Source: an optimization exercise on an open RTL-to-GDS flow (aim: small area). Production flows keep margins and buffers that such runs may drop. In this exercise RTL edits were held to simulation tests only and were not proved equivalent to the original. Power figures rest on the tool's default switching activity, not on a simulated workload.

==> flow/design.v <==
module pcal64_rte (
    input  wire        clk,
    input  wire        rst,             
    input  wire        addr_sel,        
    input  wire        cmd_valid,
    input  wire [63:0] cmd_word,
    output wire        resp_accepted,
    output wire [1:0]  resp_reason,
    output wire        bus_req_valid,
    output wire        bus_req_rw,
    output wire [6:0]  bus_req_addr,
    output wire [7:0]  bus_req_reg,
    output wire [1:0]  bus_req_len,
    output wire [15:0] bus_req_wdata,
    input  wire        bus_done,
    input  wire        bus_ok,
    input  wire [15:0] bus_rdata,
    input  wire        irq_edge,
    output wire        done_valid,
    output wire [7:0]  done_tag,
    output wire        done_status,
    output wire [15:0] done_value,
    output wire        irq_valid,
    output wire [7:0]  irq_tag,
    output wire        irq_status,
    output wire [15:0] irq_changed,
    output wire [15:0] irq_values
);
    localparam [3:0] S_IDLE    = 4'b0000;
    localparam [3:0] S_DONE_C  = 4'b0010;   
    localparam [3:0] S_DONE_S  = 4'b0011;   
    localparam [3:0] S_WC_BW   = 4'b0100;   
    localparam [3:0] S_WC_SI   = 4'b0101;   
    localparam [3:0] S_RI_SV   = 4'b0110;   
    localparam [3:0] S_RS_SV   = 4'b0111;   
    localparam [3:0] S_RO      = 4'b1000;   
    localparam [3:0] S_RI_BR   = 4'b1001;   
    localparam [3:0] S_RO_COND = 4'b1010;   
    localparam [3:0] S_RM      = 4'b1011;   
    localparam [3:0] S_RC_BW   = 4'b1100;   
    localparam [3:0] S_RC_SI   = 4'b1101;   
    localparam [3:0] S_RC_COND = 4'b1110;   
    localparam [3:0] S_WLAST   = 4'b1111;   
    reg [3:0]  st;
    reg [15:0] ra, rb, rc;
    reg        cbv;
    reg [7:0]  tag;
    reg        ihv;
    reg [7:0]  iht;
    reg        pend;
    reg        asel;
    reg        okq;       
    wire [3:0]  op  = cmd_word[63:60];
    wire [15:0] ca  = cmd_word[15:0];
    wire [15:0] cb  = cmd_word[31:16];
    wire [15:0] cc  = cmd_word[47:32];
    wire op_mode = (op == 4'd1);
    wire op_wr   = (op == 4'd2);
    wire op_tgl  = (op == 4'd3);
    wire op_bw   = (op == 4'd4);
    wire op_btgl = (op == 4'd5);
    wire op_si   = (op == 4'd6);
    wire op_br   = (op == 4'd7);
    wire op_set  = (op == 4'd8);
    wire op_clr  = (op == 4'd9);
    wire single  = op_mode | op_wr | op_tgl;
    wire invalid = (op == 4'd0) || (op > 4'd9) || (cmd_word[59:57] != 3'b000);
    wire badpin  = single && (ca[15:4] != 12'd0);
    wire legal   = !invalid && !badpin;
    wire outst  = st[3] | st[2];
    wire s_done = !outst && st[1];
    wire comp   = bus_done && outst;
    wire ok     = bus_ok;
    wire idle_n   = !outst && !(st[1] && pend);
    wire svc      = (s_done && pend) || (idle_n && irq_edge);
    wire cmd_idle = idle_n && !irq_edge;
    wire acc      = cmd_valid && legal && cmd_idle;
    wire acc_seq  = acc && !op[3];
    wire [15:0] X     = bus_rdata;
    wire [15:0] wdata = (X & ~ra) ^ rb;
    wire diff = (|(X & rb)) ^ rc[0] ^ st[2];
    reg [3:0] st_n;
    reg       issue_c;    
    always @(*) begin
        issue_c = 1'b0;
        st_n    = st;
        if (comp) begin
            if (!ok) begin
                st_n = (st[3:1] == 3'b011) ? S_DONE_S : S_DONE_C;
            end else begin
                case (st)
                    S_RO:      begin issue_c = 1'b1; st_n = S_WLAST; end
                    S_RM:      begin issue_c = 1'b1; st_n = S_WLAST; end
                    S_RO_COND,
                    S_RC_COND: begin issue_c = diff; st_n = diff ? S_WLAST : S_DONE_C; end
                    S_RC_BW:   begin issue_c = 1'b1; st_n = S_WC_BW; end
                    S_RC_SI:   begin issue_c = 1'b1; st_n = S_WC_SI; end
                    S_WC_BW:   begin issue_c = 1'b1; st_n = S_RO; end
                    S_WC_SI:   begin issue_c = 1'b1; st_n = S_RM; end
                    S_RI_SV:   begin issue_c = 1'b1; st_n = S_RS_SV; end
                    S_RS_SV:   st_n = S_DONE_S;
                    default:   st_n = S_DONE_C;    
                endcase
            end
        end else if (svc) begin
            st_n = S_RI_SV;
        end else if (s_done) begin
            st_n = S_IDLE;
        end
        if (acc_seq) begin
            case (op[2:0])
                3'd1:    st_n = S_RC_COND;
                3'd2:    st_n = S_RO_COND;
                3'd4:    st_n = S_RC_BW;
                3'd6:    st_n = S_RC_SI;
                3'd7:    st_n = S_RI_BR;
                default: st_n = S_RO;        
            endcase
        end
    end
    wire r1_c = st[3] | ~st[1];
    wire r2_c = st[3] ? st[2] : st[1];
    wire r3_c = st[3] ? (st[1] & st[0]) : (st[1] | st[0]);
    wire r1_a = ~svc & ~op_br;
    wire r2_a = ~svc & (op_mode | op_bw | op_si);
    wire r1   = outst ? r1_c : r1_a;
    wire r2   = outst ? r2_c : r2_a;
    wire r3   = outst & r3_c;
    assign bus_req_valid = !rst && (issue_c || svc || acc_seq);
    assign bus_req_rw    = st[3];
    assign bus_req_reg   = {1'b0, r3, 2'b00, r3, r2, r1, 1'b0};
    assign bus_req_addr  = {6'b010000, asel};
    assign bus_req_len   = 2'd2;
    assign bus_req_wdata = wdata;
    assign resp_accepted = legal && cmd_idle;
    assign resp_reason   = invalid ? 2'd3 : badpin ? 2'd2 : cmd_idle ? 2'd0 : 2'd1;
    wire [3:0] lo = 4'd1 << ca[1:0];
    wire [3:0] hi = 4'd1 << ca[3:2];
    wire       ld = !outst;
    wire [3:0] hi_b = hi & {4{ld & single}};
    wire       a_a  = ld & (op_bw | op_si);
    wire       a_bw = ld & op_bw;
    wire       a_bt = ld & (op_btgl | op_si);
    wire       c_c  = ld & op_bw;
    wire       b_c  = ld & ~op_bw;
    wire       x_a  = comp & ok & (st == S_RI_SV);              
    wire       t_b  = comp & (st[3:1] == 3'b110);               
    wire       keep = comp & ok & ((st == S_RI_BR) | (st == S_RS_SV));
    wire [15:0] d_a, d_b, d_c;
    genvar i;
    generate
        for (i = 0; i < 16; i = i + 1) begin : g_bit
            assign d_a[i] = (ca[i] & a_a) | (X[i] & x_a);
            assign d_b[i] = (lo[i % 4] & hi_b[i / 4]) | (ca[i] & ((~cb[i] & a_bw) | a_bt)) |
                            (rc[i] & ra[i] & t_b);
            assign d_c[i] = (cc[i] & c_c) | (cb[i] & b_c) | (X[i] & keep);
        end
    endgenerate
    wire h_a = !acc && !(comp && (st == S_RI_SV || (st == S_RS_SV && !ok)));
    wire h_b = !acc && !t_b;
    wire h_c = !acc && !comp;
    wire set_ih = acc && op_set;
    always @(posedge clk) begin
        ra  <= d_a | (ra & {16{h_a}});
        rb  <= d_b | (rb & {16{h_b}});
        rc  <= d_c | (rc & {16{h_c}});
        cbv <= (cmd_word[56] & ld) | (cbv & !acc);
        tag <= (cmd_word[55:48] & {8{ld}}) | (tag & {8{!acc}});
        iht <= (cmd_word[55:48] & {8{set_ih | !ihv}}) | (iht & {8{!set_ih}});
        okq <= ok;
    end
    always @(posedge clk) begin
        if (rst) begin
            st   <= S_IDLE;
            ihv  <= 1'b0;
            pend <= 1'b0;
            asel <= addr_sel;
        end else begin
            st   <= st_n;
            if (acc && op_set) ihv <= 1'b1;
            if (acc && op_clr) ihv <= 1'b0;
            pend <= irq_edge ? !idle_n : (pend && !s_done);
        end
    end
    assign done_valid  = !rst && s_done && !st[0] && cbv;
    assign done_tag    = tag;
    assign done_status = !okq;
    assign done_value  = rc;
    assign irq_valid   = !rst && s_done && st[0] && ihv;
    assign irq_tag     = iht;
    assign irq_status  = !okq;
    assign irq_changed = rc;
    assign irq_values  = ra;
endmodule
==> flow/flow/run.sh <==
#!/bin/bash
set -euo pipefail
bash standard.sh "BUFFER_PORTS_ARGS=-buffer_cell sky130_fd_sc_hd__buf_1" \
  "CTS_ARGS=-sink_clustering_enable -repair_clock_nets -dont_use_dummy_load -buf_list sky130_fd_sc_hd__clkbuf_8 -sink_clustering_size 30 -sink_clustering_max_diameter 150" \
  finish > standard.log 2>&1
==> flow/standard.sh <==
#!/bin/bash
# synth_recipe.tcl (not shown) runs the flow's synth.tcl, then flattens the netlist and writes it again
# the make line also repeats each setting of config.mk as NAME=value (left out here)
make -C /OpenROAD-flow-scripts/flow DESIGN_CONFIG=/design/flow/config.mk WORK_HOME=/design/flow/orfs CLKGATE_MAP_FILE= SYNTH_SCRIPT=/design/flow/synth_recipe.tcl "${@:-finish}"
==> flow/config.mk <==
export PLATFORM = sky130hd
export DESIGN_NAME = pcal64_rte
export DESIGN_NICKNAME = pcal64_rte
export VERILOG_FILES = /design/flow/design.v
export SDC_FILE = /design/flow/constraint.sdc
export NUM_CORES = 4
export LEC_CHECK = 0
export CAP_MARGIN = 20
export CORE_MARGIN = 2
export CORE_UTILIZATION = 40
export PLACE_DENSITY = 0.6
export SLEW_MARGIN = 20
==> flow/constraint.sdc <==
create_clock -name core_clock -period 10.0 [get_ports {clk}]
set_input_delay 2.0000 -clock core_clock [delete_from_list [all_inputs] [get_ports {clk}]]
set_output_delay 2.0000 -clock core_clock [all_outputs]
set_load 0.01 [all_outputs]
==> notes.md <==
-- routing by layer --
metal,global-route usage,vias up
met2,0.3982,255
met1,0.3117,2088
met3,0.05395,30
li1,-,2062
met4,0.1043,0
met5,0,-
-- per-stage QoR --
step           power, mW  utilization  area, um^2
2_1_floorplan     0.5460            -        4205
3_3_place_gp      0.6321       0.4581        4687
3_5_place_dp      0.6362       0.4581        4687
4_1_cts           0.8201       0.4702        4811
5_1_grt           0.8618       0.4702        4811
6_report          0.8183       0.4702        4811
-- power breakdown --
group | switching (mW) | total [mW] | internal [mW]
logic | 0.144 | 0.243 | 0.0998
registers | 0.0509 | 0.388 | 0.337
clock network | 0.106 | 0.187 | 0.0806
total | 0.300 | 0.818 | 0.518
-- critical path, stage by stage --
cell and delay (ns):
buf_1 0.13, a22o_1 0.25, a221oi_1 0.28, nand4_1 0.22, xnor2_1 0.32, nand3_1 0.14
a21oi_1 0.21, buf_1 0.17
-- path summary, 6_finish.rpt --
path / from / to / cells after the start
min: tag[1] / tag[1] / 1
max: bus_rdata[4] / bus_req_valid / 8
min reg2reg: tag[1] / tag[1] / 1
max reg2reg: st[3] / ra[6] / 6
-- state kept, by name, indices dropped and copies added, names as in the netlist --
register / count
iht: 8
ra: 16
tag: 8
ihv: 1
rb: 16
asel: 1
st: 4
okq: 1
rc: 16
cbv: 1
pend: 1
-- synthesized netlist by cell type, types with 2 or more instances --
| library cell | number | area (um^2) |
|---|---|---|
| clkbuf_1 | 16 | 60.06 |
| a31oi_1 | 3 | 18.77 |
| conb_1 | 2 | 7.510 |
| nand2b_1 | 18 | 112.6 |
| inv_1 | 21 | 78.83 |
| o21ai_0 | 23 | 115.1 |
| or3_1 | 2 | 12.51 |
| nand2_1 | 67 | 251.5 |
| buf_6 | 5 | 56.30 |
| a21oi_1 | 12 | 60.06 |
| or2_1 | 2 | 12.51 |
| dfxtp_1 | 72 | 1441 |
| xnor2_1 | 20 | 175.2 |
| nor3_2 | 2 | 20.02 |
| o211ai_1 | 2 | 15.01 |
| nor3_1 | 7 | 35.03 |
| buf_4 | 35 | 262.8 |
| a21oi_4 | 2 | 32.53 |
| and3_1 | 5 | 31.28 |
| nor2b_1 | 4 | 25.02 |
| buf_2 | 4 | 20.02 |
| a311oi_1 | 2 | 17.52 |
| nand4_1 | 5 | 31.28 |
| o21bai_1 | 2 | 15.01 |
| a221oi_1 | 6 | 52.55 |
| nor2_1 | 28 | 105.1 |
| a32oi_1 | 13 | 113.9 |
| nor4_2 | 3 | 37.54 |
| a222oi_1 | 32 | 320.3 |
| nor2_4 | 2 | 22.52 |
| and2_1 | 2 | 12.51 |
| o22ai_1 | 3 | 18.77 |
| a22o_1 | 21 | 183.9 |
| nand3_1 | 22 | 110.1 |
| and2b_1 | 3 | 22.52 |
| o21a_1 | 2 | 15.01 |
-- area by class of cell --
type,count,area share
Multi-Input combinational cell,347,0.4700
Sequential cell,73,0.3059
Timing Repair Buffer,184,0.1467
Tap cell,136,0.03537
Clock buffer,9,0.02575
Inverter,21,0.01638
-- kinds of logic (layout without fill, tap and decap cells) --
family,after synthesis,after routing,share of synthesized area
and+or+nand+nor,184,184,0.2327
other,2,12,0.001802
xor gates and xnor gates,20,20,0.04203
buffers and inverters,81,214,0.1147
muxes,1,1,0.002702
DFF,73,73,0.3530
AOI/OAI and AO/OA,130,130,0.2531
==> reports/results.tsv <==
stage	metric	value	unit
run_status	run_status	no timing/DRC/antenna violations	
clock_network	clock-root-buffer	clkbuf_8	
synth	yosys_most_used_dff	dfxtp_1	
synth	synth_edf_count	1	
place	post-dp-hpwl	10050	um
sta	finalSetupTns	0	ns
routing	vias_per_cell	5.760	
routing	drtIter0Drc	409	
synth	yosysSeqAreaShare	0.3530	
die	core_area	10230	um^2
job	cap_violations	0	
cells_and_area	fin_nets	723	
synth	synth_cell_types	57	
cells_and_area	area_growth	15.43	%
worst_setup_path	crit_type	input port to output port	
sta	worst_slack	4.258	ns
clock_network	clock_sinks	73	
die	io_pins	193	
routing	routed_wl	13950	um
global_route	grt_pass1_vias	4134	
cells_and_area	antenna_cells	0	
clock_network	cts_buffer_depth	2	
die	initial_core_util	0.4074	
sta	max_freq	174.1	MHz
routing	highest_layer	met4	
place	place.gp.congestion	0.8434	
sta	whs	0.4791	ns
place	io_buffers	180	
clock_network	insertion_delay	0.35	ns
power	ir_drop	0.07836	mV
hold_path	hp-class	register to register	
synth	synth-seq-cells	73	
global_route	grt_max_degree	21	
cells_and_area	seq_area	1471	um^2
worst_setup_path	crit_arrival	3.74	ns
routing	wl_met2	6436	um
synth	synthArstFlopShare	0	
global_route	track_usage	0.2445	
routing	dr.pass1.iters	5	
die	die_h	106.1	um
sta	rsz0062_at_grt	no	
sta	hold_viol_final	0	
sta	fin_crit_sh	0.5742	
worst_setup_path	end_kind	output port	
clock_network	cts-htree-levels	3	
global_route	grt_pass1_wl	21850	um
synth	synthCells	491	
die	rows	37	
routing	drc_errors	0	
power	pwr_density_cell	170.1	nW/um^2
worst_setup_path	worst_ep_required_time	8.00	ns
cells_and_area	final_layout_size_suffix_gt1_frac	0.04890	
cells_and_area	multi_input_area	2261	um^2
sta	tightest_slew	1.134	ns
place	place_inst	761	
worst_setup_path	worstSetupStartpointType	input port	
routing	drtAntennaViolNets	0	
clock_network	path_clk_slew	0.08	ns
cells_and_area	final_cells	770	
global_route	antenna_found_initial	0	
routing	vias	4435	
cells_and_area	n_fill_cell	1053	
cells_and_area	final_cell_mix	buf_1 (180), dfxtp_1 (72), nand2_1 (67), a222oi_1 (32), nor2_1 (28)	
sta	slew_headroom	0.2414	
clock_network	hold_buffers	0	
sta	period_needed	5.742	ns
worst_setup_path	cp_max_fo	4	
die	dieArea	11250	um^2
clock_network	post_cts_buffers	0	
routing	wl_met3	1225	um
global_route	grt-ovfl-total	0	
clock_network	post_cts_resized	0	
routing	wl_met1	5837	um
sta	maxSlewViolCount	0	
synth	synth_warnings	1	
cells_and_area	final_common_cell	buf_1	
power	p_leak	1.926	nW
sta	setup-violations-final	0	
routing	wl_per_cell	18.12	um
die	dieWidth	106.1	um
synth	syn-mean-instance-area	8.488	um^2
place	place_ws	4.293	ns
worst_setup_path	rrSetupSlack	7.41	ns
clock_network	cts_tree	done	
synth	netlist_area	4168	um^2
sta	finClkSkew	0.01769	ns
clock_network	cts_made_buffers	9	

[afterwards: timing with drivers on the ports]
In the flow no input, the clock included, has a driving cell. The finished layout below was timed again as built, in two steps. Step 1: set_driving_cell puts a clkbuf_16 on clk and a buf_2 on each other input, an assumption about the parent block. Step 2, shift: input delay + t, output delay - t, t = (earliest + latest rising clock arrival at the registers) / 2. This alone moves slack from input paths to output paths. Three values: no drivers, after step 1, after step 2; two values: the first two.
t, ns: 0.376
slack for setup (ns): 4.258 / 4.238 / 4.238
worst setup path after step 2: input to output
worst slew at a driven data input, ns: 0.05
After both steps setup and hold are still met in this run. The setup slack of this run moves by -0.020 ns with the drivers and by -0.020 ns with both steps.
